What follows belongs to an exercise in optimizing a design on an open flow for small area, a short achievable clock period and few clock cycles per item; a production flow would make more cautious choices. At most, simulation tests tie the RTL to the original design; equivalence was not proved. Function not checked in runs 1 and 6: the RTL went through the layout flow alone. No activity file was given, so power comes from the tool's default toggle rates.

==> design/flow/design.v <==
module qb3_respond (
    input  wire [31:0] req,
    output wire [31:0] word0,
    output wire [31:0] word1
);
    wire [3:0]  op  = req[31:28];
    wire [3:0]  r   = req[27:24];
    wire [4:0]  bw  = req[23:19];
    wire        rsv = |req[18:17];
    wire [16:0] d   = req[16:0];
    function [15:0] onehot16;
        input [3:0] v;
        integer i;
        begin
            for (i = 0; i < 16; i = i + 1)
                onehot16[i] = (v == i);
        end
    endfunction
    function [15:0] below16;
        input [15:0] oh;
        integer i;
        begin
            below16[15] = 1'b0;
            for (i = 14; i >= 0; i = i - 1)
                below16[i] = below16[i + 1] | oh[i + 1];
        end
    endfunction
    function [4:0] r_plus;
        input [3:0] v;
        input       two;
        begin
            case ({two, v})
                5'h00: r_plus = 5'd1;   5'h01: r_plus = 5'd2;
                5'h02: r_plus = 5'd3;   5'h03: r_plus = 5'd4;
                5'h04: r_plus = 5'd5;   5'h05: r_plus = 5'd6;
                5'h06: r_plus = 5'd7;   5'h07: r_plus = 5'd8;
                5'h08: r_plus = 5'd9;   5'h09: r_plus = 5'd10;
                5'h0a: r_plus = 5'd11;  5'h0b: r_plus = 5'd12;
                5'h0c: r_plus = 5'd13;  5'h0d: r_plus = 5'd14;
                5'h0e: r_plus = 5'd15;  5'h0f: r_plus = 5'd16;
                5'h10: r_plus = 5'd2;   5'h11: r_plus = 5'd3;
                5'h12: r_plus = 5'd4;   5'h13: r_plus = 5'd5;
                5'h14: r_plus = 5'd6;   5'h15: r_plus = 5'd7;
                5'h16: r_plus = 5'd8;   5'h17: r_plus = 5'd9;
                5'h18: r_plus = 5'd10;  5'h19: r_plus = 5'd11;
                5'h1a: r_plus = 5'd12;  5'h1b: r_plus = 5'd13;
                5'h1c: r_plus = 5'd14;  5'h1d: r_plus = 5'd15;
                5'h1e: r_plus = 5'd16;  default: r_plus = 5'd17;
            endcase
        end
    endfunction
    wire [15:0] opd = onehot16(op) & {16{!rsv}};
    wire op_mse  = opd[1];
    wire op_msd  = opd[2];
    wire op_cwe  = opd[3];
    wire op_cwd  = opd[4];
    wire op_enc  = opd[5];
    wire op_dec  = opd[6];
    wire op_swe  = opd[7];
    wire op_swd  = opd[8];
    wire op_cwd2 = opd[9];
    wire op_dec2 = opd[10];
    wire op_tbe  = opd[11];
    wire op_tbd  = opd[12];
    wire op_bad  = rsv | opd[0] | opd[13] | opd[14] | opd[15];
    wire [15:0] eq = onehot16(r);
    wire [15:0] lt = below16(eq);
    wire [16:0] gt = {1'b1, ~(lt | eq)};
    wire        r0 = eq[0];
    wire [4:0]  r_p0 = {1'b0, r};
    wire [4:0]  r_p1 = r_plus(r, 1'b0);
    wire [4:0]  r_p2 = r_plus(r, 1'b1);
    wire        s   = d[16];
    wire [15:0] x   = d[15:0] ^ {16{s}};
    wire [16:0] mse = {x, s};
    wire [15:0] bw_lt  = below16(onehot16(bw[3:0]));
    wire        bw_big = bw[4] & |bw[3:0];                  
    wire        w_bad  = !bw[4] & |(x & ~bw_lt);            
    wire        rng_x  = |(x & ~lt);                        
    wire        rng_d  = |(d & gt);                         
    wire        rng_d2 = |(d[16:1] & gt[15:0]);             
    wire        sw_rng = |(x & ~{1'b0, lt[15:1]});          
    wire        pre  = op_enc | op_mse;
    wire [16:0] m    = pre ? mse : d;
    wire        d_at_r   = |(d[15:0] & eq);
    wire        d_at_rm1 = |(d[14:0] & eq[15:1]);
    wire        d_at_rm2 = |(d[13:0] & eq[15:2]);
    wire        e_long = op_enc ? (r0 ? s : d_at_rm1 ^ s) : d_at_r;
    wire        e_mid  = op_enc ? (eq[1] ? s : d_at_rm2 ^ s) : d_at_rm1;
    wire        eL = !r0 & e_long;
    wire        eM = !r0 & !e_long & e_mid;
    wire        eS = !r0 & !e_long & !e_mid;
    wire [16:0] e_bits =
        {16'd0, r0 & m[0]} |
        ({17{eL}} & {m[14:0] & lt[14:0], 2'b11}) |
        ({17{eM}} & {m[14:0] & lt[15:1], 2'b01}) |
        ({17{eS}} & {m[15:0], 1'b0});
    wire [1:0]  e_k = {eL, r0 | eM};
    wire        dL = !r0 & d[0] & d[1];
    wire        dM = !r0 & d[0] & !d[1];
    wire        dS = !r0 & !d[0];
    wire [15:0] d_val =
        {15'd0, r0 & d[0]} |
        ({16{dL}} & (({1'b0, d[16:2]} & lt) | eq)) |
        ({16{dM}} & (({1'b0, d[16:2]} & {1'b0, lt[15:1]}) | {1'b0, eq[15:1]})) |
        ({16{dS}} & (d[16:1] & {1'b0, lt[15:1]}));
    wire [1:0]  d_k = {dL, r0 | dM};
    wire        use_e  = op_cwe | op_enc | op_tbe;
    wire [1:0]  k      = use_e ? e_k : d_k;
    wire [4:0]  len_rk = ({5{k == 2'd0}} & r_p0) | ({5{k == 2'd1}} & r_p1) |
                         ({5{k[1]}} & r_p2);
    wire [16:0] v_in  = op_msd ? d : {1'b0, d_val};
    wire        post  = op_msd | op_dec | op_dec2;
    wire [16:0] w_out = {v_in[16:1] ^ {16{post & v_in[0]}}, v_in[0]};
    wire [16:0] w_fin = post ? {w_out[0], w_out[16:1]} : v_in;
    wire        r1  = !r[1];
    wire [3:0]  l1h = r1 ? {1'b0, dL, dM, dS}              
                         : {dL, dM, dS, 1'b0};
    wire [3:0]  w2  = ({4{l1h[0]}} & d[4:1]) | ({4{l1h[1]}} & d[5:2]) |
                      ({4{l1h[2]}} & d[6:3]) | ({4{l1h[3]}} & d[7:4]);
    wire        c2L = w2[0] & w2[1];
    wire        c2M = w2[0] & !w2[1];
    wire [2:0]  v2  = r1 ? {1'b0, c2L, c2M | (c2L & w2[2])}
                         : {c2L, c2M | (c2L & w2[3]), (c2M & w2[2]) | (c2L & w2[2]) | (!w2[0] & w2[1])};
    wire [1:0]  k2  = {c2L, c2M};
    wire [16:0] v2_ms = {{15{v2[0]}}, v2[2:1] ^ {2{v2[0]}}};
    wire [2:0]  ksum;
    assign ksum[0] = d_k[0] ^ k2[0];
    assign ksum[1] = (d_k[1] ^ k2[1]) ^ (d_k[0] & k2[0]);
    assign ksum[2] = (d_k[1] & k2[1]) | ((d_k[1] | k2[1]) & d_k[0] & k2[0]);
    reg  [4:0]  len_dd;
    always @* begin
        case ({r1, ksum})
            4'b1000: len_dd = 5'd2;  4'b1001: len_dd = 5'd3;
            4'b1010: len_dd = 5'd4;  4'b1011: len_dd = 5'd5;
            4'b1100: len_dd = 5'd6;  4'b0000: len_dd = 5'd4;
            4'b0001: len_dd = 5'd5;  4'b0010: len_dd = 5'd6;
            4'b0011: len_dd = 5'd7;  4'b0100: len_dd = 5'd8;
            default: len_dd = 5'd0;
        endcase
    end
    wire        u_bad  = !(eq[3] | eq[4] | eq[5] | eq[6]);
    wire [5:0]  u_max  = lt[5:0];                  
    wire        d_zero = ~|d;
    wire [5:0]  sm_f    = (mse[5:0] == u_max) ? 6'd0 : mse[5:0];
    wire        se_long = |(sm_f & eq[6:1]);        
    wire        se_mid  = |(sm_f & eq[7:2]);        
    wire [7:0]  se_bits = ({8{se_long}} & {sm_f[4:0] & lt[5:1], 3'b111}) |
                          ({8{!se_long & se_mid}} & {sm_f[4:0] & lt[6:2], 3'b011}) |
                          ({8{!se_long & !se_mid}} & {sm_f, 2'b01});
    wire [1:0]  se_k    = {se_long, !se_long & se_mid};
    wire        sd_long = d[1] & d[2];
    wire        sd_mid  = d[1] & !d[2];
    wire [5:0]  sd_v    = ({6{sd_long}} & ((d[8:3] & lt[6:1]) | eq[6:1])) |
                          ({6{sd_mid}} & ((d[8:3] & lt[7:2]) | eq[7:2])) |
                          ({6{!d[1]}} & (d[7:2] & lt[7:2]));
    wire [1:0]  sd_k    = {sd_long, sd_mid};
    wire        sd_rsvd = (sd_v == u_max);
    wire [5:0]  sd_m    = (sd_v == 6'd0) ? u_max : sd_v;
    wire [16:0] sd_ms   = {{12{sd_m[0]}}, sd_m[5:1] ^ {5{sd_m[0]}}};
    wire [1:0]  sw_k    = op_swe ? se_k : sd_k;
    wire [4:0]  sw_len  = ({5{sw_k == 2'd0}} & r_p0) | ({5{sw_k == 2'd1}} & r_p1) |
                          ({5{sw_k[1]}} & r_p2);    
    wire r_hi11   = |eq[15:12];                                
    wire tbe_pack = !r0 & (e_long ? (r_hi11 | eq[11]) :
                           e_mid  ? r_hi11 :
                                    (r_hi11 & !eq[12]));      
    wire e_bw  = (op_mse | op_enc) & bw_big;                   
    wire e_w   = (op_mse | op_enc) & !bw_big & w_bad;          
    wire e_rng = (op_enc & !bw_big & !w_bad & rng_x) |
                 ((op_cwe | op_tbe) & rng_d) |
                 (op_tbd & rng_d2);                            
    wire e_u   = (op_swe | op_swd) & u_bad;                    
    wire e_dl  = op_swe & !u_bad & sw_rng;                     
    wire e_rs  = op_swd & !u_bad & d[0] & sd_rsvd;             
    wire e_r2  = (op_cwd2 | op_dec2) & !(eq[1] | eq[2]);       
    wire e_pk  = (op_tbe & !rng_d & tbe_pack) |
                 (op_tbd & !rng_d2 & r_hi11);                  
    wire [3:0] status = {e_rs | e_pk,
                         e_w | e_rng | e_u | e_dl,
                         e_r2 | e_bw | e_u | e_dl,
                         op_bad | e_bw | e_rng | e_dl | e_pk};
    wire ok = !(op_bad | e_bw | e_w | e_rng | e_u | e_dl | e_rs | e_r2 | e_pk);
    wire s_w    = op_msd | op_cwd | op_dec | op_cwd2 | op_dec2;
    wire s_e    = op_cwe | op_enc;
    wire s_swe  = op_swe & !d_zero;
    wire s_swd  = op_swd & d[0];
    wire s_lo_e = s_e | op_tbe;                  
    wire s_lo_w = s_w | op_tbd;                  
    wire [16:0] data0_a =
        ({17{op_mse}} & m) |
        {({5{s_e}} & e_bits[16:12]) | ({5{s_w}} & w_fin[16:12]) |
         ({5{op_tbe}} & {1'b0, len_rk[3:0]}) | ({5{op_tbd}} & {3'b0, k}),
         ({12{s_lo_e}} & e_bits[11:0]) | ({12{s_lo_w}} & w_fin[11:0])} |
        ({17{s_swe}} & {9'd0, se_bits}) |
        ({17{s_swd}} & sd_ms);
    wire [16:0] data1_a =
        ({17{op_cwd2}} & {14'd0, v2}) | ({17{op_dec2}} & v2_ms);
    wire        nc_a = (op_swe & d_zero) | (op_swd & !d[0]);
    wire [4:0]  len_a =
        ({5{s_e | op_cwd | op_dec}} & len_rk) |
        ({5{s_swe | s_swd}} & sw_len) |
        {4'd0, nc_a} |
        ({5{op_cwd2 | op_dec2}} & len_dd);
    wire [16:0] data0 = {17{ok}} & data0_a;
    wire [16:0] data1 = {17{ok}} & data1_a;
    wire [4:0]  len   = {5{ok}} & len_a;
    wire        nc    = ok & nc_a;
    assign word0 = {5'd0, status, nc, len, data0};
    assign word1 = {15'd0, data1};
endmodule
module qb3_core (
    input  wire        clk,
    input  wire        rst,
    input  wire        req_valid,
    output reg         req_ready,
    input  wire [31:0] req_word,
    output reg         rsp_valid,
    input  wire        rsp_ready,
    output reg  [31:0] rsp_word0,
    output reg  [31:0] rsp_word1
);
    wire [29:0] req_c = {req_word[31:28] & {4{~|req_word[18:17]}},
                         req_word[27:19], req_word[16:0]};
    reg  [29:0] in_q;        
    reg         in_v;
    reg  [29:0] sk_q;        
    reg         sk_v;
    wire [31:0] next_word0, next_word1;
    qb3_respond u_respond (
        .req   ({in_q[29:17], 2'b00, in_q[16:0]}),
        .word0 (next_word0),
        .word1 (next_word1)
    );
    wire out_free = !rsp_valid || rsp_ready;      
    wire in_free  = !in_v || out_free;            
    wire take     = req_valid && req_ready;
    always @(posedge clk) begin
        if (in_free)
            in_q <= sk_v ? sk_q : req_c;
        if (!sk_v)
            sk_q <= req_c;
        if (out_free) begin
            rsp_word0 <= next_word0;
            rsp_word1 <= next_word1;
        end
    end
    wire in_v_n = in_free ? (sk_v || take) : in_v;
    wire sk_v_n = sk_v ? !in_free : (take && !in_free);
    always @(posedge clk) begin
        if (rst) begin
            in_v      <= 1'b0;
            sk_v      <= 1'b0;
            rsp_valid <= 1'b0;
            req_ready <= 1'b1;
        end else begin
            in_v      <= in_v_n;
            sk_v      <= sk_v_n;
            if (out_free)
                rsp_valid <= in_v;
            req_ready <= !sk_v_n;
        end
    end
endmodule
==> design/flow/flow/run.sh <==
#!/bin/bash
# Layout flow: the standard flow, unchanged synthesis, then the
# standard ORFS steps with port buffers of a plain buffer cell and a
# setup target tighter than the clock, so repair_timing works on the
# critical paths. Each step's output goes to its own log here.
set -euo pipefail
MARGIN=${MARGIN:-8.0}
bash standard.sh synth > synth.log 2>&1
bash standard.sh \
    "BUFFER_PORTS_ARGS=-buffer_cell sky130_fd_sc_hd__buf_2" \
    "SETUP_SLACK_MARGIN=$MARGIN" \
    "MATCH_CELL_FOOTPRINT=0" \
    finish > layout.log 2>&1
==> design/flow/standard.sh <==
#!/bin/bash
# synth_recipe.tcl (not shown) runs the flow's synth.tcl, then flattens the netlist and writes it again
# the make line also repeats each setting of config.mk as NAME=value (left out here)
make -C /OpenROAD-flow-scripts/flow DESIGN_CONFIG=/design/flow/config.mk WORK_HOME=/design/flow/orfs CLKGATE_MAP_FILE= SYNTH_SCRIPT=/design/flow/synth_recipe.tcl "${@:-finish}"
==> design/flow/config.mk <==
export PLATFORM = sky130hd
export DESIGN_NAME = qb3_core
export DESIGN_NICKNAME = qb3_core
export VERILOG_FILES = /design/flow/design.v
export SDC_FILE = /design/flow/constraint.sdc
export NUM_CORES = 4
export LEC_CHECK = 0
export CAP_MARGIN = 20
export CORE_MARGIN = 2
export CORE_UTILIZATION = 30
export PLACE_DENSITY = 0.5
export SLEW_MARGIN = 20
==> design/flow/constraint.sdc <==
create_clock -name core_clock -period 11.0 [get_ports {clk}]
set_input_delay 2.2000 -clock core_clock [delete_from_list [all_inputs] [get_ports {clk}]]
set_output_delay 2.2000 -clock core_clock [all_outputs]
set_load 0.01 [all_outputs]
==> flow_summary.yaml, run 1 <==
final_layout:
  antenna_cells: 0
  nets: 1301
  drive_gt1_share_pct: 30.8
  fill_cells: 3187
  layout_common_cells: "nor2_1 (105), nand2_1 (90), buf_4 (77)"
  final_common_cell: "nor2_1"
  syn_to_final_growth_pct: 24.1
worst_setup_path:
  cp_max_fo: 32
  worstSetupStartpointType: "register"
  crit_required_ns: 11.11
  end_kind: "register"
  critPathKind: "reg -> reg"
  arrival_ns: 3.85
timing:
  rsz0062_at_grt: "yes"
  hold_viol: 0
  tightest_slew_ns: 1.17
  slew_viol_final: 0
  layout_setup_ws_ns: 7.27
  slew_headroom_pct: 21.4
  max_clock_freq_mhz: 268
  fin_crit_sh_pct: 33.9
  clock_skew_ns: 0.0135
  min_period_ns: 3.73
  setup_viol: 0
  finalSetupTns_ns: 0
die:
  dieArea_um2: 33800
  placementRows: 65
  die_x_um: 184
  die_h_um: 184
  core-area_um2: 31700
  ioPinCount: 102
  start_util_pct: 30.6
synth:
  ys_ff_latch: 105
  synthArstFlopShare_pct: 0
  ys_types: 107
  synth-seq-area-share_pct: 27.9
  ys_warn_count: 2
  synth_edf_count: 61
  syn_area_um2: 9710
  syn_inst: 1176
  syn_area_per_cell_um2: 8.26
  synth_ff_type: "edfxtp_1"
global_routing:
  first_global_vias: 9465
  grt_pass1_wl_mm: 62.2
  antenna_found_initial: 3
  grt_util_all_layers_pct: 24.4
  grt_max_degree: 59
  grt_overflow: 0
clock_network:
  root_buffer: "clkbuf_16"
  cts_hold_buf: 0
  cts_buffers: 9
  clock_latency_ns: 0.38
  cts_sinks: 105
  cts_tree: "yes"
  h-tree-depth: 3
  clk_pin_slew_ns: 0.08
  clockBufferDepth: 2
drt:
  first_iter_violations: 1717
  wl_mm: 42.8
  drtPass1Iterations: 6
  viasPerCell: 6.30
  drc: 0
  antenna_left: 0
  vias: 10466
  wl_per_cell_um: 25.8
hold_path:
  hold_class: "reg -> reg"
place:
  dp_worst_setup_slack_ns: 6.10
  dp_hpwl_mm: 27.1
  port_buffers: 81
  place.gp.congestion: 0.953
pwr:
  leakagePower_uw: 0.00439
  ir_drop_v: 0.0000977
  p_per_area_nw_per_um2: 105
run_status:
  outcome: "complete, no violations"
flow_run:
  maxCapViolations: 0
==> cell families (layout without fill, tap and decap cells) <==
kind of cell	after synthesis	count (layout)	share of synthesized area [%]
mux	57	57	6.43
fa+ha+maj	13	13	1.64
simple gates	412	413	21.1
compound gates	370	370	28.9
other cells	1	20	0.0386
xor+xnor	43	43	3.95
buf+inv	175	238	9.98
flops	105	105	27.9
==> path summary, 6_finish.rpt <==
path	from	slack [ns]	end	depth (start not counted)
setup / recovery	in_q[22]$_DFFE_PN_	7.27	rsp_word0[12]$_DFFE_PP_	13
hold / removal	sk_q[13]$_DFF_P_	0.47	sk_q[13]$_DFF_P_	1
setup reg to reg	in_q[22]$_DFFE_PN_	7.27	rsp_word0[12]$_DFFE_PP_	13
hold reg to reg	sk_q[13]$_DFF_P_	0.47	sk_q[13]$_DFF_P_	1
==> critical path, cell delays in order (launching register included) <==
cell	delay [ns]
edfxtp_1	0.43
buf_4	0.18
buf_4	0.15
clkbuf_16	0.21
a211oi_1	0.29
o2bb2ai_1	0.19
and2_1	0.19
a32oi_1	0.36
nor4_1	0.09
buf_4	0.19
o21a_1	0.34
a211o_1	0.32
a311oi_2	0.37
a31oi_4	0.12
==> registers in the layout (all words and copies together) (netlist names) <==
register and count:
rsp_valid 1, rsp_word1 4, sk_v 1, sk_q 30
in_v 1, req_ready 1, rsp_word0 27, in_q 30
u_respond.r_p2 5, u_respond.r_p1 5
==> cell usage after synthesis, types with 25 or more instances <==
master / count / share of area [%]
edfxtp_1: 61 / 19
buf_2: 25 / 1.3
nand2_1: 99 / 3.8
dfxtp_1: 44 / 9.1
inv_1: 26 / 1.0
nor2_1: 109 / 4.2
xnor2_1: 25 / 2.3
nand3_1: 36 / 1.9
buf_4: 39 / 3.0
mux2_2: 39 / 4.5
o21ai_0: 59 / 3.0
a21oi_1: 70 / 3.6
clkbuf_1: 56 / 2.2
nor3_1: 37 / 1.9
==> layer usage <==
metal	vias up	GRT usage (%)	wire length, um
li1	4534	-	-
met1	4991	33.9	17900
met2	781	35.8	18000
met3	156	6.28	5020
met4	4	9.98	1880
met5	-	0	25
==> repair_timing <==
item / CTS / global route
buffers inserted: 45 / 20
resized for setup: 109 / 57
cloned: 11 / 3
hold endpoints to repair: 0 / 0
setup endpoints to repair: 116 / 98
pin swaps: 11 / 12
==> per-stage QoR <==
step	hold WS [ns]	cell area, um^2	total power, uW	util, %	std cells
finish	0.473	12100	1270	38.0	1661
CTS	0.477	11600	1230	36.5	1638
floorplan	0.431	9950	744	-	1195
global route	0.493	12100	1320	38.0	1661
global placement	0.447	10200	846	32.3	1566
detailed placement	0.459	10200	845	32.3	1566
==> layout make-up <==
cell class | count | area, um^2 | area share [%]
repair inverters | 1 | 7.51 | 0.0623
inverters | 31 | 155 | 1.29
clock buffers | 10 | 229 | 1.90
well taps | 402 | 503 | 4.17
repair buffers | 190 | 1700 | 14.1
multi-input cells | 916 | 6690 | 55.5
flip-flops and latches | 105 | 2720 | 22.5
clock inverters | 6 | 62.6 | 0.519
==> report_power, final <==
part | internal [uW] | switching, uW
logic | 181 | 299
registers | 442 | 21.3
clock network | 159 | 163
==> inputs of run 2 (changes only) <==
--- a/design/flow/design.v
+++ b/design/flow/design.v
@@ -25,28 +25,16 @@
                 below16[i] = below16[i + 1] | oh[i + 1];
         end
     endfunction
-    function [4:0] r_plus;
-        input [3:0] v;
-        input       two;
+    function [4:0] oh_plus;
+        input [15:0] oh;
+        input [1:0]  add;
+        integer i, v;
         begin
-            case ({two, v})
-                5'h00: r_plus = 5'd1;   5'h01: r_plus = 5'd2;
-                5'h02: r_plus = 5'd3;   5'h03: r_plus = 5'd4;
-                5'h04: r_plus = 5'd5;   5'h05: r_plus = 5'd6;
-                5'h06: r_plus = 5'd7;   5'h07: r_plus = 5'd8;
-                5'h08: r_plus = 5'd9;   5'h09: r_plus = 5'd10;
-                5'h0a: r_plus = 5'd11;  5'h0b: r_plus = 5'd12;
-                5'h0c: r_plus = 5'd13;  5'h0d: r_plus = 5'd14;
-                5'h0e: r_plus = 5'd15;  5'h0f: r_plus = 5'd16;
-                5'h10: r_plus = 5'd2;   5'h11: r_plus = 5'd3;
-                5'h12: r_plus = 5'd4;   5'h13: r_plus = 5'd5;
-                5'h14: r_plus = 5'd6;   5'h15: r_plus = 5'd7;
-                5'h16: r_plus = 5'd8;   5'h17: r_plus = 5'd9;
-                5'h18: r_plus = 5'd10;  5'h19: r_plus = 5'd11;
-                5'h1a: r_plus = 5'd12;  5'h1b: r_plus = 5'd13;
-                5'h1c: r_plus = 5'd14;  5'h1d: r_plus = 5'd15;
-                5'h1e: r_plus = 5'd16;  default: r_plus = 5'd17;
-            endcase
+            oh_plus = 5'd0;
+            for (i = 0; i < 16; i = i + 1) begin
+                v = i + add;
+                oh_plus = oh_plus | ({5{oh[i]}} & v[4:0]);
+            end
         end
     endfunction
     wire [15:0] opd = onehot16(op) & {16{!rsv}};
@@ -68,8 +56,8 @@
     wire [16:0] gt = {1'b1, ~(lt | eq)};
     wire        r0 = eq[0];
     wire [4:0]  r_p0 = {1'b0, r};
-    wire [4:0]  r_p1 = r_plus(r, 1'b0);
-    wire [4:0]  r_p2 = r_plus(r, 1'b1);
+    wire [4:0]  r_p1 = oh_plus(eq, 2'd1);
+    wire [4:0]  r_p2 = oh_plus(eq, 2'd2);
     wire        s   = d[16];
     wire [15:0] x   = d[15:0] ^ {16{s}};
     wire [16:0] mse = {x, s};
@@ -128,17 +116,8 @@
     assign ksum[0] = d_k[0] ^ k2[0];
     assign ksum[1] = (d_k[1] ^ k2[1]) ^ (d_k[0] & k2[0]);
     assign ksum[2] = (d_k[1] & k2[1]) | ((d_k[1] | k2[1]) & d_k[0] & k2[0]);
-    reg  [4:0]  len_dd;
-    always @* begin
-        case ({r1, ksum})
-            4'b1000: len_dd = 5'd2;  4'b1001: len_dd = 5'd3;
-            4'b1010: len_dd = 5'd4;  4'b1011: len_dd = 5'd5;
-            4'b1100: len_dd = 5'd6;  4'b0000: len_dd = 5'd4;
-            4'b0001: len_dd = 5'd5;  4'b0010: len_dd = 5'd6;
-            4'b0011: len_dd = 5'd7;  4'b0100: len_dd = 5'd8;
-            default: len_dd = 5'd0;
-        endcase
-    end
+    wire [4:0]  len_dd = r1 ? {2'b00, ksum[1] | ksum[2], ~ksum[1], ksum[0]}
+                            : {1'b0, ksum[2], ~ksum[2], ksum[1], ksum[0]};
     wire        u_bad  = !(eq[3] | eq[4] | eq[5] | eq[6]);
     wire [5:0]  u_max  = lt[5:0];                  
     wire        d_zero = ~|d;
--- a/design/flow/config.mk
+++ b/design/flow/config.mk
@@ -5,6 +5,7 @@
 export SDC_FILE = /design/flow/constraint.sdc
 export NUM_CORES = 4
 export LEC_CHECK = 0
+export ABC_AREA = 1
 export CAP_MARGIN = 20
 export CORE_MARGIN = 2
 export CORE_UTILIZATION = 30
==> run 2 against run 1 <==
  * Critical endpoint is now rsp_word1[15]
  * Still clean on timing, DRC and antenna
  * Clock skew increased by 0.0040 ns
  * Clock power about the same
  * Sequential power decreased by 9.3%
  * Combinational power increased by 6.7%
  * Register-to-register slack improved by 0.59 ns
==> flow_summary.yaml, run 2 <==
die:
  placementRows: 61
  dieArea_um2: 29800
  start_util_pct: 30.6
  die_x_um: 173
  die_h_um: 173
  core-area_um2: 27900
  ioPinCount: 102
place:
  dp_hpwl_mm: 28.4
  place.gp.congestion: 1.04
  port_buffers: 81
  dp_cells: 1714
worst_setup_path:
  cp_max_fo: 7
  cpMaxStageDelayCell: "edfxtp_1"
  path_buf_inv: 2
  critPathMaxStageDelay_ns: 0.38
  critPathKind: "reg -> out"
  cp_cell_sequence: "buf_4 -> buf_2"
  crit_start: "rsp_word1[15]$_DFFE_PP_"
  end_kind: "primary output"
  worstSetupStartpointType: "register"
  worstReg2RegStart: "in_q[16]$_DFFE_PN_"
  path_delay_family: "flip-flops"
  crit_required_ns: 8.80
  arrival_ns: 1.04
hold_path:
  holdCritStartpoint: "sk_q[12]$_DFF_P_"
  hold_class: "reg -> reg"
synth:
  ys_types: 56
  synth.largest_area_cell: "edfxtp_1"
  syn_inst: 1312
  ys_ff_latch: 95
  synth_commonest_cells: "nand2_1 (374), nor2_1 (136), nand3_1 (124), inv_1 (105), o21ai_0 (98)"
  synth-seq-area-share_pct: 29.5
  syn_area_um2: 8520
  synth_top_area_share_pct: 21.5
  syn_area_per_cell_um2: 6.50
  synthTopCellsByArea: "edfxtp_1 (21%), nand2_1 (16%), dfxtp_1 (8.0%)"
  synthArstFlopShare_pct: 0
  synth_most_common_cell: "nand2_1"
  ys_warn_count: 2
  synth_ff_type: "edfxtp_1"
  synth_edf_count: 61
drt:
  wl_per_cell_um: 21.9
  drc: 0
  drt-met1-wl_mm: 16.4
  first_iter_violations: 1525
  antenna_left: 0
  wl_met2_mm: 17.1
  drtPass1Iterations: 6
  vias: 10575
  viasPerCell: 5.65
  dr_wl_met3_mm: 4.77
  wl_mm: 41.1
  maxUsedRoutingLayer: "met4"
flow_run:
  maxCapViolations: 0
global_routing:
  antenna_found_initial: 0
  grt_pass1_wl_mm: 59.9
  grt_overflow: 0
  grt_max_degree: 34
  first_global_vias: 9494
  grt_util_all_layers_pct: 26.4
clock_network:
  cts_hold_buf: 0
  clockBufferDepth: 2
  cts_buffers: 9
  clock_latency_ns: 0.37
  h-tree-depth: 3
  cts_tree: "yes"
  cts_sinks: 95
  clk_pin_slew_ns: 0.08
  root_buffer: "clkbuf_16"
pwr:
  leakagePower_uw: 0.00532
  p_per_area_nw_per_um2: 107
  ir_drop_v: 0.0000670
timing:
  slew_headroom_pct: 31.6
  setup_viol: 0
  fin_crit_sh_pct: 29.5
  finalSetupTns_ns: 0
  max_clock_freq_mhz: 309
  hold_viol: 0
  clock_skew_ns: 0.0175
  slew_viol_final: 0
  tightest_slew_ns: 1.02
  rsz0062_at_grt: "yes"
  fin_hold_ws_ns: 0.454
  min_period_ns: 3.24
final_layout:
  fin_cells: 1873
  antenna_cells: 0
  syn_to_final_growth_pct: 37.9
  drive_gt1_share_pct: 33.3
  nets: 1534
  final_common_cell: "nand2_1"
  layout_common_cells: "nand2_1 (331), buf_4 (109), nand3_1 (107)"
  largest_registers: "in_q (30), sk_q (30), rsp_word0 (27)"
run_status:
  outcome: "complete, no violations"
run 2: final timing paths:
kind	cells past startpoint	to	slack (ns)
worst max-delay path	2	rsp_word1[15]	7.76
worst min register to register	2	sk_q[12]$_DFF_P_	0.45
worst min-delay path	2	sk_q[12]$_DFF_P_	0.45
worst max register to register	18	rsp_word0[1]$_DFFE_PP_	7.86
run 2: tightest hold or removal path, cell delays in order, from the launching register on:
cell	delay, ns
dfxtp_1	0.31
nand2_1	0.05
nand2_1	0.06
run 2: stage by stage:
step	utilization (%)	power [uW]	setup slack [ns]	cell area (um^2)
after floorplan	-	667	7.53	8630
after global placement	32.3	785	6.84	9010
after detailed placement	32.4	777	6.94	9010
after CTS	38.2	1170	7.76	10700
after global routing	42.2	1300	7.70	11800
final	42.2	1250	7.76	11800
run 2: what timing repair did:
action | 4_1_cts | 5_1_grt
cloned | 5 | 3
hold endpoints to repair | 0 | 0
gates resized for setup | 158 | 153
pin swaps | 43 | 87
setup buffers | 77 | 58
endpoints found under the setup margin | 110 | 108
run 2: area by class of cell:
class	instances	area [um^2]
Clock buffer	9	225
Clock inverter	7	65.1
Fill cell	2914	16100
Inverter	127	588
Multi-Input combinational cell	1030	6090
Sequential cell	95	2520
Tap cell	378	473
Timing Repair Buffer	226	1790
Timing Repair inverter	1	7.51
run 2: cell families after synthesis:
kind of cell	count (synthesis)	synth area share [%]
and+or+nand+nor	715	37.0
buffers and inverters	212	12.4
DFF	95	29.5
xor gates and xnor gates	19	2.04
other	1	0.0440
adders and majority gates	8	1.17
AOI/OAI and AO/OA	262	17.9
run 2: report_power, final:
part           switching (uW)  leakage, uW  total [uW]  internal (uW)
Sequential               18.0     0.000973         421            403
Clock                     164     0.000139         323            159
Combinational             332      0.00421         511            178
run 2: metal layers:
metal  vias to the layer above  track usage, %
li1                       4706               -
met1                      4836            35.1
met2                       838            39.4
met3                       195            6.42
met4                         0            14.2
met5                         -               0
Testbench counts of run 2, summed over its fixed seeds: cycles 32,016, items 32,000.
==> inputs of run 3 (changes only) <==
--- a/design/flow/config.mk
+++ b/design/flow/config.mk
@@ -5,7 +5,6 @@
 export SDC_FILE = /design/flow/constraint.sdc
 export NUM_CORES = 4
 export LEC_CHECK = 0
-export ABC_AREA = 1
 export CAP_MARGIN = 20
 export CORE_MARGIN = 2
 export CORE_UTILIZATION = 30
==> run 3 against run 2 <==
  * Still clean
  * Hold slack better by 0.013 ns
  * Largest cell class unchanged
  * Combinational power barely moved
  * Clock power fell by 3%
  * Cell count fell by 9.8%
  * Fmax shrank 10%
  * Clock skew fell by 0.0080 ns
==> flow_summary.yaml, run 3 <==
final_layout:
  fin_cells: 1689
  multi_input_area_um2: 6560
  largest_registers: "in_q (30), sk_q (30), rsp_word0 (27)"
  antenna_cells: 0
  syn_to_final_growth_pct: 32.3
  layout_common_cells: "buf_4 (113), nand2_1 (88), nor2_1 (85)"
  drive_gt1_share_pct: 33.6
  register_area_um2: 2510
  nets: 1332
  fill_cells: 3107
  final_common_cell: "buf_4"
worst_setup_path:
  critPathKind: "reg -> reg"
  arrival_ns: 3.72
  cp_max_fo: 6
  worstSetupStartpointType: "register"
  end_kind: "register"
  crit_required_ns: 11.11
synth:
  synth_xor_area_share_pct: 4.17
  synth.largest_area_cell: "edfxtp_1"
  synth-seq-area-share_pct: 27.2
  synthSimpleGateAreaFrac_pct: 21.8
  syn_inst: 1161
  syn_area_um2: 9240
  synth_adder_area_share_pct: 1.19
  synth_most_common_cell: "nor2_1"
  syn_area_per_cell_um2: 7.96
  synth_edf_count: 61
  synth_top_area_share_pct: 19.8
  ys_types: 96
  ys_ff_latch: 95
  synthArstFlopShare_pct: 0
  synth_mux_area_share_pct: 5.24
  synth_commonest_cells: "nor2_1 (96), nand2_1 (92), a21oi_1 (79)"
  synthTopCellsByArea: "edfxtp_1 (20%), dfxtp_1 (7.4%), a21oi_1 (4.3%)"
  synth_compound_area_share_pct: 30.0
  ys_warn_count: 2
  synth_ff_type: "edfxtp_1"
  synth_top_family_by_area: "compound AO/OA/AOI/OAI gates"
clock_network:
  clock_latency_ns: 0.37
  h-tree-depth: 3
  root_buffer: "clkbuf_16"
  clk_pin_slew_ns: 0.07
  cts_sinks: 95
  clockBufferDepth: 2
  cts_tree: "yes"
  cts_hold_buf: 0
  cts_buffers: 9
hold_path:
  hold_class: "reg -> reg"
die:
  core-area_um2: 30400
  ioPinCount: 102
  die_x_um: 180
  dieArea_um2: 32200
  placementRows: 64
  die_h_um: 180
  start_util_pct: 30.4
drt:
  wl_per_cell_um: 27.0
  drtPass1Iterations: 8
  drc: 0
  first_iter_violations: 1397
  viasPerCell: 6.31
  antenna_left: 0
  vias: 10658
  wl_mm: 45.7
timing:
  slew_headroom_pct: 29.5
  hold_viol: 0
  fin_crit_sh_pct: 32.8
  finalSetupTns_ns: 0
  slew_viol_final: 0
  tightest_slew_ns: 1.05
  max_clock_freq_mhz: 277
  clock_skew_ns: 0.00949
  fin_hold_ws_ns: 0.467
  setup_viol: 0
  min_period_ns: 3.61
  rsz0062_at_grt: "yes"
  layout_setup_ws_ns: 7.39
global_routing:
  antenna_found_initial: 1
  first_global_vias: 9950
  grt_util_all_layers_pct: 27.5
  grt_pass1_wl_mm: 67.7
  grt_overflow: 0
  grt_max_degree: 42
place:
  dp_hpwl_mm: 28.2
  port_buffers: 81
  place.gp.congestion: 0.981
  dp_worst_setup_slack_ns: 6.01
  dp_cells: 1534
pwr:
  leakagePower_uw: 0.00452
  p_per_area_nw_per_um2: 102
  ir_drop_v: 0.000103
  power_uw: 1240
run_status:
  outcome: "complete, no violations"
flow_run:
  maxCapViolations: 0
-- run 3: cell count changes in the layout (fill, tap and decap cells not counted), moves of 22 or more --
cell / previous run / this run
buf_6: 19 / 41
o21ai_0: 87 / 57
nor2_4: 29 / 1
nand2_1: 331 / 88
mux2_2: 0 / 33
nand2_2: 34 / 2
nand3_1: 107 / 42
inv_1: 88 / 11
a21oi_2: 29 / 5
a31oi_1: 2 / 24
-- run 3: stage by stage --
step	area (um^2)	util (%)
2_1_floorplan	9640	-
3_3_place_gp	9780	32.1
3_5_place_dp	9780	32.1
4_1_cts	12000	39.4
5_1_grt	12200	40.2
6_report	12200	40.2
-- run 3: per-layer routing --
metal	routed length (um)	global-route usage (%)	share of wire (%)	vias to the layer above
met5	0	0	0	-
met4	2540	13.6	5.6	0
met3	5400	8.08	12	189
met2	19100	40.6	42	811
met1	18600	36.5	41	5066
li1	-	-	-	4592
-- run 3: worst max-delay path, cell delays in order (launching register included) --
cell	delay, ns
edfxtp_1	0.43
buf_12	0.16
buf_16	0.15
xnor2_4	0.17
inv_2	0.09
ha_4	0.27
and4_4	0.29
nand3_4	0.12
a31oi_4	0.17
buf_4	0.15
o221ai_4	0.14
o31ai_1	0.30
o211ai_1	0.25
and2_1	0.24
o32ai_1	0.28
a31oi_1	0.12
-- run 3: cell families (layout without fill, tap and decap cells) --
group                      count (synthesis)  in the layout
AOI/OAI and AO/OA                        395            395
and+or+nand+nor                          399            399
muxes                                     43             43
other                                      1             20
DFF                                       95             95
adders and majority gates                  9              9
xor gates and xnor gates                  44             44
buffers and inverters                    175            288
-- run 3: layout make-up --
cell class	instances	share of cell area, %
Sequential cell	95	20.6
Inverter	26	1.22
Clock buffer	9	1.84
Timing Repair Buffer	245	18.1
Tap cell	396	4.05
Clock inverter	7	0.542
Multi-Input combinational cell	910	53.6
Timing Repair inverter	1	0.0614
-- run 3: final timing paths --
path	startpoint	to	slack (ns)	cells past startpoint
max reg2reg	in_q[16]$_DFFE_PN_	rsp_word0[18]$_DFFE_PP_	7.39	15
max	in_q[16]$_DFFE_PN_	rsp_word0[18]$_DFFE_PP_	7.39	15
min	sk_q[28]$_DFF_P_	sk_q[28]$_DFF_P_	0.47	2
min reg2reg	sk_q[28]$_DFF_P_	sk_q[28]$_DFF_P_	0.47	2
-- run 3: where the power goes --
group,switching (uW),internal [uW]
clock network,154,158
logic,313,198
registers,18.6,402
-- run 3: timing repair --
action,CTS,global route
resized for setup,163,21
setup endpoints to repair,108,93
pin swaps,28,13
cloned,16,0
setup buffers,106,17
==> inputs of run 4 (changes only) <==
--- a/design/flow/flow/run.sh
+++ b/design/flow/flow/run.sh
@@ -4,7 +4,7 @@
 # setup target tighter than the clock, so repair_timing works on the
 # critical paths. Each step's output goes to its own log here.
 set -euo pipefail
-MARGIN=${MARGIN:-8.0}
+MARGIN=${MARGIN:-7.6}
 bash standard.sh synth > synth.log 2>&1
 bash standard.sh \
     "BUFFER_PORTS_ARGS=-buffer_cell sky130_fd_sc_hd__buf_2" \
--- a/design/flow/config.mk
+++ b/design/flow/config.mk
@@ -5,6 +5,7 @@
 export SDC_FILE = /design/flow/constraint.sdc
 export NUM_CORES = 4
 export LEC_CHECK = 0
+export ABC_AREA = 1
 export CAP_MARGIN = 20
 export CORE_MARGIN = 2
 export CORE_UTILIZATION = 30
==> run 4 against run 3 <==
  * Synthesized cell count is 13% higher
  * Combinational power decreased by about 20%
  * Flip-flop and latch count stayed put
  * Non-clock buffer count fell by 105
  * Critical path depth increased by 3
  * Via count fell by 7.7%
  * Wire length down 17%
  * Sequential share of layout area up 4.3 points
  * Global-route usage decreased by 3.1 points
  * Largest cell class unchanged
==> flow_summary.yaml, run 4 <==
synth:
  syn_inst: 1312
  synthArstFlopShare_pct: 0
  syn_area_per_cell_um2: 6.50
  synth_commonest_cells: "nand2_1 (374), nor2_1 (136), nand3_1 (124), inv_1 (105), o21ai_0 (98)"
  syn_area_um2: 8520
  ys_warn_count: 2
  synthTopCellsByArea: "edfxtp_1 (21%), nand2_1 (16%), dfxtp_1 (8.0%)"
  synth_most_common_cell: "nand2_1"
  synth_edf_count: 61
  synth.largest_area_cell: "edfxtp_1"
  synth_top_area_share_pct: 21.5
  synth_ff_type: "edfxtp_1"
  ys_types: 56
  synth-seq-area-share_pct: 29.5
  ys_ff_latch: 95
die:
  die_h_um: 173
  core-area_um2: 27900
  placementRows: 61
  die_x_um: 173
  ioPinCount: 102
  dieArea_um2: 29800
  start_util_pct: 30.6
timing:
  finalSetupTns_ns: 0
  setup_viol: 0
  max_clock_freq_mhz: 291
  min_period_ns: 3.44
  hold_viol: 0
  rsz0062_at_grt: "yes"
  tightest_slew_ns: 0.988
  clock_skew_ns: 0.0147
  fin_crit_sh_pct: 31.3
  slew_headroom_pct: 33.4
  slew_viol_final: 0
hold_path:
  holdCritStartpoint: "sk_q[3]$_DFF_P_"
  hold_class: "reg -> reg"
  worstHoldPathCells: 2
  hold_end: "sk_q[3]$_DFF_P_"
drt:
  wl_mm: 38.1
  drtPass1Iterations: 6
  viasPerCell: 5.51
  drc: 0
  antenna_left: 0
  first_iter_violations: 1347
  vias: 9833
  wl_per_cell_um: 21.3
worst_setup_path:
  cp_max_fo: 17
  crit_required_ns: 11.11
  worstReg2RegStart: "in_q[23]$_DFFE_PN_"
  r2r-end: "rsp_word0[12]$_DFFE_PP_"
  r2r_cells: 18
  arrival_ns: 3.55
  crit_start: "in_q[23]$_DFFE_PN_"
  critPathKind: "reg -> reg"
  regToRegSetupSlack_ns: 7.56
  worstSetupStartpointType: "register"
  end_kind: "register"
place:
  place.gp.congestion: 1.05
  placedInstanceArea_um2: 9000
  port_buffers: 81
  dp_hpwl_mm: 27.8
final_layout:
  syn_to_final_growth_pct: 18.6
  stdcell_area_um2: 10100
  largest_registers: "in_q (30), sk_q (30), rsp_word0 (27)"
  nets: 1445
  antenna_cells: 0
  fill_cells: 3023
  layout_common_cells: "nand2_1 (368), nor2_1 (126), nand3_1 (120)"
  final_common_cell: "nand2_1"
  drive_gt1_share_pct: 20.3
clock_network:
  root_buffer: "clkbuf_16"
  cts_buffers: 9
  clock_latency_ns: 0.36
  h-tree-depth: 3
  cts_tree: "yes"
  clockBufferDepth: 2
  cts_sinks: 95
  clk_pin_slew_ns: 0.08
run_status:
  outcome: "complete, no violations"
pwr:
  leakagePower_uw: 0.00467
  ir_drop_v: 0.0000607
  p_per_area_nw_per_um2: 114
flow_run:
  maxCapViolations: 0
global_routing:
  antenna_found_initial: 0
  first_global_vias: 8865
  grt_pass1_wl_mm: 55.7
  grt_overflow: 0
  grt_max_degree: 34
  grt_util_all_layers_pct: 24.3
## run 4: worst max-delay path: stages, from the launching register on
cell and delay, ns:
edfxtp_1 0.42, buf_12 0.17, buf_4 0.19, nor2_4 0.19
nand2_8 0.16, nand2_1 0.37, inv_1 0.27, nand2_1 0.13
nand4_1 0.10, o21ai_1 0.32, nand2_1 0.10, o211ai_1 0.12
o21ai_1 0.10, nor2_1 0.20, nand2_1 0.08, inv_1 0.07
nand2_1 0.05, nor2_1 0.11, nor2_1 0.05
## run 4: area by class of cell
class	count	area [um^2]	share of cell area, %
flip-flops and latches	95	2510	24.9
clock buffers	9	225	2.23
repair buffers	140	953	9.43
multi-input cells	1027	5340	52.8
well taps	378	473	4.68
inverters	127	532	5.26
clock inverters	7	67.6	0.668
repair inverters	1	7.51	0.0742
## run 4: logic make-up (layout without fill, tap and decap cells)
group	Yosys count	count (layout)	share of synthesized area, %
buffers and inverters	212	284	12.4
xor gates and xnor gates	19	19	2.04
AOI/OAI and AO/OA	262	262	17.9
other	1	20	0.0440
DFF	95	95	29.5
and+or+nand+nor	715	718	37.0
adders and majority gates	8	8	1.17
## run 4: where the power goes
group	internal (uW)	total [uW]	switching (uW)
Combinational	126	411	285
Sequential	403	422	19.3
Clock	159	320	161
Total	689	1150	465
## run 4: worst max-delay path by stage
stage	end	slack (ns)	cells after the start
6_report	rsp_word0[12]$_DFFE_PP_	7.56	18
5_1_grt	rsp_word0[2]$_DFFE_PP_	7.54	19
4_1_cts	rsp_word0[0]$_DFFE_PP_	7.60	13
3_5_place_dp	rsp_word0[17]$_DFFE_PP_	6.80	19
3_3_place_gp	rsp_word0[17]$_DFFE_PP_	6.81	21
2_1_floorplan	req_ready$_SDFF_PP1_	7.53	6
## run 4: per-layer routing
layer | wire length, um | GRT usage [%] | up-vias
met3 | 4430 | 5.30 | 142
met2 | 15300 | 35.4 | 708
met5 | 0 | 0 | -
li1 | - | - | 4514
met4 | 2470 | 12.6 | 0
met1 | 15900 | 33.8 | 4469
## run 4: what timing repair did
item	CTS	global route
pin swaps	6	11
setup endpoints to repair	60	28
resized for setup	38	44
cloned	2	3
buffers inserted	23	27
hold buffers	0	0
## run 4: per-stage QoR
step | setup slack [ns] | utilization [%] | power [uW] | hold WS [ns] | instances
2_1_floorplan | 7.53 | - | 667 | 0.414 | 1331
3_3_place_gp | 6.81 | 32.3 | 780 | 0.432 | 1713
3_5_place_dp | 6.80 | 32.3 | 774 | 0.439 | 1713
4_1_cts | 7.60 | 34.8 | 1120 | 0.457 | 1754
5_1_grt | 7.54 | 36.3 | 1200 | 0.478 | 1784
6_report | 7.56 | 36.3 | 1150 | 0.454 | 1784
==> inputs of run 5 (changes only) <==
--- a/design/flow/config.mk
+++ b/design/flow/config.mk
@@ -8,6 +8,6 @@
 export ABC_AREA = 1
 export CAP_MARGIN = 20
 export CORE_MARGIN = 2
-export CORE_UTILIZATION = 30
-export PLACE_DENSITY = 0.5
+export CORE_UTILIZATION = 45
+export PLACE_DENSITY = 0.65
 export SLEW_MARGIN = 20
==> run 5 against run 4 <==
  * Flip-flop and latch count stayed put
  * Clock power is 3% higher
  * Combinational power hardly changed
  * Largest cell class unchanged
  * Area after synthesis stayed put
  * Via count is 0.99% higher
  * Critical path type unchanged
  * First-iteration DRC count is 6.2% lower
  * Utilization is 18 points higher
  * Highest routed layer unchanged
  * Total power is 0.91% higher
  * Hold slack worse by 0.0018 ns
  * Global-route usage is 12 points higher
==> flow_summary.yaml, run 5 <==
clock_network:
  clk_pin_slew_ns: 0.07
  cts_sinks: 95
  cts_hold_buf: 0
  cts_buffers: 9
  clockBufferDepth: 2
  root_buffer: "clkbuf_16"
  cts_tree: "yes"
  h-tree-depth: 3
  clock_latency_ns: 0.37
flow_run:
  maxCapViolations: 0
final_layout:
  multi_input_area_um2: 5430
  fill_cells: 1893
  nets: 1450
  drive_gt1_share_pct: 21.2
  layout_common_cells: "nand2_1 (364), nor2_1 (127), nand3_1 (120)"
  register_area_um2: 2510
  fin_cells: 1645
  antenna_cells: 0
  syn_to_final_growth_pct: 18.3
  final_common_cell: "nand2_1"
  largest_registers: "in_q (30), sk_q (30), rsp_word0 (27)"
synth:
  synth_top_area_share_pct: 21.5
  ys_warn_count: 2
  syn_inst: 1312
  synth_edf_count: 61
  synth-seq-area-share_pct: 29.5
  synth_ff_type: "edfxtp_1"
  synthTopCellsByArea: "edfxtp_1 (21%), nand2_1 (16%), dfxtp_1 (8.0%)"
  syn_area_per_cell_um2: 6.50
  ys_types: 56
  synth.largest_area_cell: "edfxtp_1"
  syn_area_um2: 8520
  ys_ff_latch: 95
  synthArstFlopShare_pct: 0
  synth_most_common_cell: "nand2_1"
  synth_commonest_cells: "nand2_1 (374), nor2_1 (136), nand3_1 (124), inv_1 (105), o21ai_0 (98)"
worst_setup_path:
  cp_max_fo: 7
  end_kind: "register"
  r2r-end: "rsp_word0[16]$_DFFE_PP_"
  cp_cell_sequence: "buf_12 -> buf_4 -> buf_4 -> nor2_1 -> nor2_4 -> inv_2 -> nand2_2 -> o21ai_1 -> nor2_1 -> nand4_1 -> or2_4 -> nand2_1 -> nand2_1 -> nor2_2 -> nand3b_1 -> nor2_4 -> buf_4 -> nand3_4 -> a21oi_1"
  regToRegSetupSlack_ns: 7.64
  cpMaxStageDelayCell: "edfxtp_1"
  worstSetupStartpointType: "register"
  r2r_cells: 19
  critPathKind: "reg -> reg"
  crit_required_ns: 11.21
  crit_path_frequent_cell: "buf_4"
  critPathMaxStageDelay_ns: 0.38
  worstReg2RegStart: "in_q[24]$_DFFE_PN_"
  arrival_ns: 3.57
drt:
  first_iter_violations: 1264
  drtPass1Iterations: 8
  wl_mm: 36.9
  viasPerCell: 6.04
  antenna_left: 0
  drc: 0
  vias: 9930
  wl_per_cell_um: 22.4
global_routing:
  grt_overflow: 0
  grt_max_degree: 34
  first_global_vias: 8835
  antenna_found_initial: 0
  grt_util_all_layers_pct: 35.9
  grt_pass1_wl_mm: 53.9
place:
  dp_cells: 1569
  dp_worst_setup_slack_ns: 6.88
  dp_hpwl_mm: 27.0
  port_buffers: 81
  place.gp.congestion: 1.10
timing:
  slew_viol_final: 0
  slew_headroom_pct: 28.9
  hold_viol: 0
  setup_viol: 0
  fin_crit_sh_pct: 30.6
  min_period_ns: 3.36
  tightest_slew_ns: 1.07
  finalSetupTns_ns: 0
  rsz0062_at_grt: "yes"
  layout_setup_ws_ns: 7.64
  max_clock_freq_mhz: 297
  clock_skew_ns: 0.0133
pwr:
  leakagePower_uw: 0.00473
  ir_drop_v: 0.0000758
  power_uw: 1160
  p_per_area_nw_per_um2: 115
die:
  dieArea_um2: 20100
  start_util_pct: 45.7
  die_x_um: 142
  ioPinCount: 102
  placementRows: 50
  die_h_um: 142
  core-area_um2: 18600
hold_path:
  holdCritStartpoint: "sk_q[10]$_DFF_P_"
  worstHoldPathCells: 2
  hold_class: "reg -> reg"
  hold_end: "sk_q[10]$_DFF_P_"
run_status:
  outcome: "complete, no violations"
-- run 5: cell counts after synthesis --
No cell type changed its count.
-- run 5: logic make-up (layout without fill, tap and decap cells) --
group | after synthesis | in the layout | synth area share, %
compound gates | 262 | 262 | 17.9
flops | 95 | 95 | 29.5
simple gates | 715 | 718 | 37.0
xor+xnor | 19 | 19 | 2.04
fa+ha+maj | 8 | 8 | 1.17
other cells | 1 | 20 | 0.0440
buf+inv | 212 | 289 | 12.4
-- run 5: repair_timing --
action	CTS	global route
setup buffers	17	39
gates resized for setup	35	63
gates cloned	2	2
endpoints found under the setup margin	59	28
pin swaps	4	17
-- run 5: worst max-delay path: cells and delay by family, from the launching register on --
family	cells	cell delay (ns)
AND/OR/NAND/NOR	12	1.86
flip-flops	1	0.38
buffers and inverters	5	0.68
AO/OA/AOI/OAI	2	0.26
-- run 5: power by group --
part | switching (uW) | internal (uW)
clock | 163 | 166
sequential | 18.0 | 403
combinational | 286 | 129
-- run 5: cell type report --
type | count | area share [%]
multi-input combinational | 1027 | 53.9
timing repair buffer | 145 | 9.88
clock inverter | 6 | 0.596
inverter | 127 | 5.36
sequential | 95 | 24.9
tap | 234 | 2.90
timing repair inverter | 1 | 0.0745
clock buffer | 10 | 2.37
-- run 5: how the worst max path moves through the flow --
stage                             from                       to  slack [ns]  cells after the start
finish              in_q[24]$_DFFE_PN_  rsp_word0[16]$_DFFE_PP_        7.64                     19
floorplan                    rsp_ready     req_ready$_SDFF_PP1_        7.53                      6
global placement    in_q[22]$_DFFE_PN_   rsp_word0[6]$_DFFE_PP_        6.86                     18
CTS                 in_q[24]$_DFFE_PN_  rsp_word0[17]$_DFFE_PP_        7.59                     20
global route        in_q[23]$_DFFE_PN_  rsp_word0[16]$_DFFE_PP_        7.54                     18
detailed placement  in_q[22]$_DFFE_PN_  rsp_word0[17]$_DFFE_PP_        6.88                     19
-- run 5: per-stage QoR --
step                utilization, %  instance area (um^2)  hold slack, ns
detailed placement            47.3                  8820           0.437
global placement              47.3                  8820           0.432
finish                        54.1                 10100           0.452
CTS                           50.6                  9430           0.457
floorplan                        -                  8630           0.414
global route                  54.1                 10100           0.473
-- run 5: per-layer routing --
metal	vias to the layer above	GRT usage, %	share of wire (%)	routed length [um]
li1	4535	-	-	-
met1	4481	47.3	39	14300
met2	728	53.4	43	15700
met3	186	8.40	11	4150
met4	0	21.8	7.3	2700
met5	-	0	0	0
==> inputs of run 6 (changes only) <==
--- a/design/flow/design.v
+++ b/design/flow/design.v
@@ -1,10 +1,14 @@
 module qb3_respond (
     input  wire [31:0] req,
+    input  wire [7:0]  rab,          
     output wire [31:0] word0,
     output wire [31:0] word1
 );
     wire [3:0]  op  = req[31:28];
-    wire [3:0]  r   = req[27:24];
+    wire [3:0]  r_lo = rab[3:0];
+    wire [3:0]  r_hi = rab[7:4];
+    wire [3:0]  r    = {r_hi[2] | r_hi[3], r_hi[1] | r_hi[3],
+                        r_lo[2] | r_lo[3], r_lo[1] | r_lo[3]};
     wire [4:0]  bw  = req[23:19];
     wire        rsv = |req[18:17];
     wire [16:0] d   = req[16:0];
@@ -51,8 +55,16 @@
     wire op_tbe  = opd[11];
     wire op_tbd  = opd[12];
     wire op_bad  = rsv | opd[0] | opd[13] | opd[14] | opd[15];
-    wire [15:0] eq = onehot16(r);
-    wire [15:0] lt = below16(eq);
+    wire [3:0]  lo_gt = {1'b0, r_lo[3], r_lo[3] | r_lo[2], r_lo[3] | r_lo[2] | r_lo[1]};
+    wire [3:0]  hi_gt = {1'b0, r_hi[3], r_hi[3] | r_hi[2], r_hi[3] | r_hi[2] | r_hi[1]};
+    reg  [15:0] eq, lt;
+    integer j;
+    always @* begin
+        for (j = 0; j < 16; j = j + 1) begin
+            eq[j] = r_hi[j / 4] & r_lo[j % 4];
+            lt[j] = hi_gt[j / 4] | (r_hi[j / 4] & lo_gt[j % 4]);
+        end
+    end
     wire [16:0] gt = {1'b1, ~(lt | eq)};
     wire        r0 = eq[0];
     wire [4:0]  r_p0 = {1'b0, r};
@@ -202,12 +214,15 @@
     wire [29:0] req_c = {req_word[31:28] & {4{~|req_word[18:17]}},
                          req_word[27:19], req_word[16:0]};
     reg  [29:0] in_q;        
+    reg  [7:0]  in_rab;      
     reg         in_v;
     reg  [29:0] sk_q;        
     reg         sk_v;
+    wire [29:0] in_n = sk_v ? sk_q : req_c;
     wire [31:0] next_word0, next_word1;
     qb3_respond u_respond (
         .req   ({in_q[29:17], 2'b00, in_q[16:0]}),
+        .rab   (in_rab),
         .word0 (next_word0),
         .word1 (next_word1)
     );
@@ -215,8 +230,10 @@
     wire in_free  = !in_v || out_free;            
     wire take     = req_valid && req_ready;
     always @(posedge clk) begin
-        if (in_free)
-            in_q <= sk_v ? sk_q : req_c;
+        if (in_free) begin
+            in_q   <= in_n;
+            in_rab <= {4'b0001 << in_n[25:24], 4'b0001 << in_n[23:22]};
+        end
         if (!sk_v)
             sk_q <= req_c;
         if (out_free) begin
--- a/design/flow/flow/run.sh
+++ b/design/flow/flow/run.sh
@@ -4,7 +4,7 @@
 # setup target tighter than the clock, so repair_timing works on the
 # critical paths. Each step's output goes to its own log here.
 set -euo pipefail
-MARGIN=${MARGIN:-7.6}
+MARGIN=${MARGIN:-8.0}
 bash standard.sh synth > synth.log 2>&1
 bash standard.sh \
     "BUFFER_PORTS_ARGS=-buffer_cell sky130_fd_sc_hd__buf_2" \
--- a/design/flow/config.mk
+++ b/design/flow/config.mk
@@ -8,6 +8,6 @@
 export ABC_AREA = 1
 export CAP_MARGIN = 20
 export CORE_MARGIN = 2
-export CORE_UTILIZATION = 45
-export PLACE_DENSITY = 0.65
+export CORE_UTILIZATION = 30
+export PLACE_DENSITY = 0.5
 export SLEW_MARGIN = 20
==> run 6 against run 5 <==
  * Fmax increased by 2.7%
  * First-iteration DRC count is 10% lower
  * Sequential share of layout area shrank 3.3 points
  * Clock-buffer cell count fell by 1
  * Largest cell class unchanged
  * Non-clock buffer count is 102 higher
  * Critical endpoint is now rsp_word1[5]
  * Still clean
  * Largest power group is now combinational logic
  * Via count up 8.2%
  * Flip-flop and latch count is 4 higher
  * Clock power rose by 4%
==> flow_summary.yaml, run 6 <==
worst_setup_path:
  worstSetupStartpointType: "register"
  r2r_cells: 21
  arrival_ns: 1.07
  end_kind: "primary output"
  critPathKind: "reg -> out"
  regToRegSetupSlack_ns: 7.77
  worstReg2RegStart: "in_rab[3]$_SDFFCE_PN0N_"
  cp_cell_sequence: "buf_4 -> buf_2"
  path_buf_inv: 2
  r2r-end: "rsp_word0[3]$_DFFE_PP_"
  crit_required_ns: 8.80
  cp_max_fo: 7
  critPathMaxStageDelay_ns: 0.41
  cpMaxStageDelayCell: "edfxtp_1"
  path_delay_family: "flip-flops"
place:
  dp_hpwl_mm: 28.8
  placedInstanceArea_um2: 9350
  dp_worst_setup_slack_ns: 6.75
  place.gp.congestion: 1.04
  port_buffers: 81
synth:
  synth_xor_area_share_pct: 2.35
  synth_edf_count: 65
  synth_top_family_by_area: "simple AND/OR/NAND/NOR gates"
  synthTopCellsByArea: "edfxtp_1 (22%), nand2_1 (16%), nand3_1 (8.0%)"
  synthSimpleGateAreaFrac_pct: 37.4
  synth_commonest_cells: "nand2_1 (366), nor2_1 (155), nand3_1 (142), inv_1 (136), o21ai_0 (88)"
  synth_most_common_cell: "nand2_1"
  synth_ff_type: "edfxtp_1"
  synth_adder_area_share_pct: 1.13
  synth.largest_area_cell: "edfxtp_1"
  synthArstFlopShare_pct: 0
  ys_ff_latch: 99
  syn_area_per_cell_um2: 6.45
  synth_compound_area_share_pct: 16.3
  synth_top_area_share_pct: 22.1
  synth_mux_area_share_pct: 0
  ys_warn_count: 2
  ys_types: 53
  synth-seq-area-share_pct: 29.8
  syn_area_um2: 8840
  syn_inst: 1369
timing:
  layout_setup_ws_ns: 7.73
  fin_crit_sh_pct: 29.8
  fin_hold_ws_ns: 0.454
  setup_viol: 0
  slew_headroom_pct: 42.4
  max_clock_freq_mhz: 305
  finalSetupTns_ns: 0
  rsz0062_at_grt: "yes"
  hold_viol: 0
  tightest_slew_ns: 0.860
  slew_viol_final: 0
  min_period_ns: 3.27
  clock_skew_ns: 0.0156
pwr:
  clkPwrFrac_pct: 25.0
  p_per_area_nw_per_um2: 112
  leakagePower_uw: 0.00566
  combinationalPowerShare_pct: 43.1
  power_frac_seq_pct: 31.9
  switching_share_pct: 41.8
  ir_drop_v: 0.0000736
  p_sw_uw: 571
  power.internal_uw: 797
final_layout:
  layout_common_cells: "nand2_1 (327), buf_4 (134), nand3_1 (126)"
  largest_registers: "sk_q (30), rsp_word0 (27), in_q (26)"
  nets: 1609
  syn_to_final_growth_pct: 37.9
  stdcell_area_um2: 12200
  largest_register: "sk_q"
  final_common_cell: "nand2_1"
  drive_gt1_share_pct: 31.8
  largest_reg_flops: 30
clock_network:
  clk_pin_slew_ns: 0.08
  cts_buffers: 9
  clockBufferDepth: 2
  cts_sinks: 99
  h-tree-depth: 3
  clock_latency_ns: 0.37
  root_buffer: "clkbuf_16"
  cts_tree: "yes"
global_routing:
  antenna_found_initial: 1
  first_global_vias: 9551
  grt_max_degree: 34
  grt_overflow: 0
  grt_pass1_wl_mm: 60.4
  grt_util_all_layers_pct: 26.0
die:
  start_util_pct: 30.6
  core-area_um2: 28900
  placementRows: 62
  die_h_um: 176
  die_x_um: 176
  dieArea_um2: 30800
  ioPinCount: 102
run_status:
  outcome: "complete, no violations"
hold_path:
  hold_end: "sk_q[9]$_DFF_P_"
  holdCritStartpoint: "sk_q[9]$_DFF_P_"
  worstHoldPathCells: 2
  hold_class: "reg -> reg"
drt:
  drtPass1Iterations: 6
  first_iter_violations: 1135
  vias: 10749
  wl_mm: 42.2
  drc: 0
  wl_per_cell_um: 21.6
  viasPerCell: 5.50
  antenna_left: 0
flow_run:
  maxCapViolations: 0
==> run 6: cell types whose count changed after synthesis, moves of 6 or more <==
cell,change
inv_1,+31
a21oi_1,-20
nor2_1,+19
nand3_1,+18
o211ai_1,+13
nor2_2,-11
o21ai_0,-10
clkbuf_1,+9
nand2_1,-8
nand4_1,+7
a21oi_2,-6
==> run 6: logic make-up after synthesis <==
family                   after synthesis
buffers and inverters                247
adder cells (fa/ha/maj)                8
AND/OR/NAND/NOR                      748
XOR/XNOR                              22
other                                  1
flip-flops                            99
AO/OA/AOI/OAI                        244
==> run 6: tightest hold or removal path, delay by kind of cell, from the launching register on <==
kind,cells,cell delay (ns)
flip-flops,1,0.31
AND/OR/NAND/NOR,2,0.11
==> run 6: area by class of cell <==
cell class              instances  area, um^2
flip-flops and latches         99        2640
inverters                     158         679
diodes                          1        2.50
clock buffers                   9         225
repair buffers                247        1870
multi-input cells            1048        6190
clock inverters                 7        80.1
repair inverters                2        15.0
fillers                      3083       16700
well taps                     384         480
==> run 6: repair_timing <==
| action | CTS | global route |
|---|---|---|
| resized for setup | 141 | 153 |
| setup buffers | 89 | 68 |
| setup endpoints to repair | 114 | 110 |
| cloned | 6 | 3 |
| pin swaps | 26 | 77 |
| hold buffers | 0 | 0 |
==> run 6: worst max path at each step <==
stage / end / depth (start not counted) / startpoint / slack [ns]
5_1_grt: rsp_word0[3]$_DFFE_PP_ / 21 / in_rab[3]$_SDFFCE_PN0N_ / 7.66
2_1_floorplan: req_ready$_SDFF_PP1_ / 6 / rsp_ready / 7.47
6_report: rsp_word1[5] / 2 / rsp_word1[15]$_DFFE_PP_ / 7.73
3_5_place_dp: rsp_word0[3]$_DFFE_PP_ / 20 / in_rab[5]$_SDFFCE_PP0N_ / 6.75
3_3_place_gp: rsp_word0[3]$_DFFE_PP_ / 13 / in_rab[4]$_SDFFCE_PP0N_ / 6.84
4_1_cts: rsp_word1[14] / 2 / rsp_word1[15]$_DFFE_PP_ / 7.72
==> run 6: power groups by stage <==
stage	Clock (uW)	Combinational, uW	Sequential, uW
final	341	590	437
after global routing	361	623	439
after CTS	351	477	438
after detailed placement	0	381	457
after global placement	0	386	457
after floorplan	0	273	443
==> run 6: metal layers <==
layer / GRT usage (%) / share of wire (%) / routed length (um) / vias to the layer above
met5: 0 / 0 / 0 / -
met4: 9.19 / 4.5 / 1900 / 0
met3: 4.65 / 11 / 4570 / 126
met2: 39.6 / 43 / 18200 / 745
met1: 36.9 / 42 / 17600 / 4952
li1: - / - / - / 4926
==> run 6: stage by stage <==
stage / utilization [%] / cells / total power, uW
3_3_place_gp: 32.4 / 1772 / 843
5_1_grt: 42.2 / 1954 / 1420
6_report: 42.2 / 1955 / 1370
4_1_cts: 37.9 / 1883 / 1270
2_1_floorplan: - / 1388 / 716
3_5_place_dp: 32.4 / 1772 / 838

afterwards: timing with drivers on the ports:
No port has a modelled driver above. Below, the same layouts with a new extraction and two added sets of constraints. Step 1 (the two cells are an assumption about what drives the block):
set clk [get_ports {clk}]
set_driving_cell -lib_cell sky130_fd_sc_hd__clkbuf_16 $clk
set_driving_cell -lib_cell sky130_fd_sc_hd__buf_2 [delete_from_list [all_inputs] $clk]
Step 2 moves the port delays by t, midway between the first and last clock arrival at a register: inputs arrive t later, outputs are due t later. That takes back most of the time a late clock gives input paths. Three values: ideal ports, drivers, drivers and shift; two values: the first two.
| run | t (ns) | setup WS [ns] | slew at the worst register clock pin (ns) | cell pins on the clock port's net |
|---|---|---|---|---|
| run 1 | 0.422 | 7.266 / 7.266 / 7.266 | 0.08 / 0.08 | 1 |
| run 2 | 0.410 | 7.760 / 7.713 / 7.743 | 0.09 / 0.09 | 1 |
| run 3 | 0.412 | 7.391 / 7.391 / 7.391 | 0.08 / 0.08 | 1 |
| run 4 | 0.397 | 7.558 / 7.558 / 7.455 | 0.09 / 0.09 | 1 |
| run 5 | 0.411 | 7.638 / 7.638 / 7.457 | 0.09 / 0.09 | 1 |
| run 6 | 0.410 | 7.725 / 7.680 / 7.752 | 0.10 / 0.10 | 1 |
After both steps setup and hold are still met in every run listed. The setup slack of run 5, which loses most, moves by 0.000 ns with the drivers and by -0.181 ns with both steps.
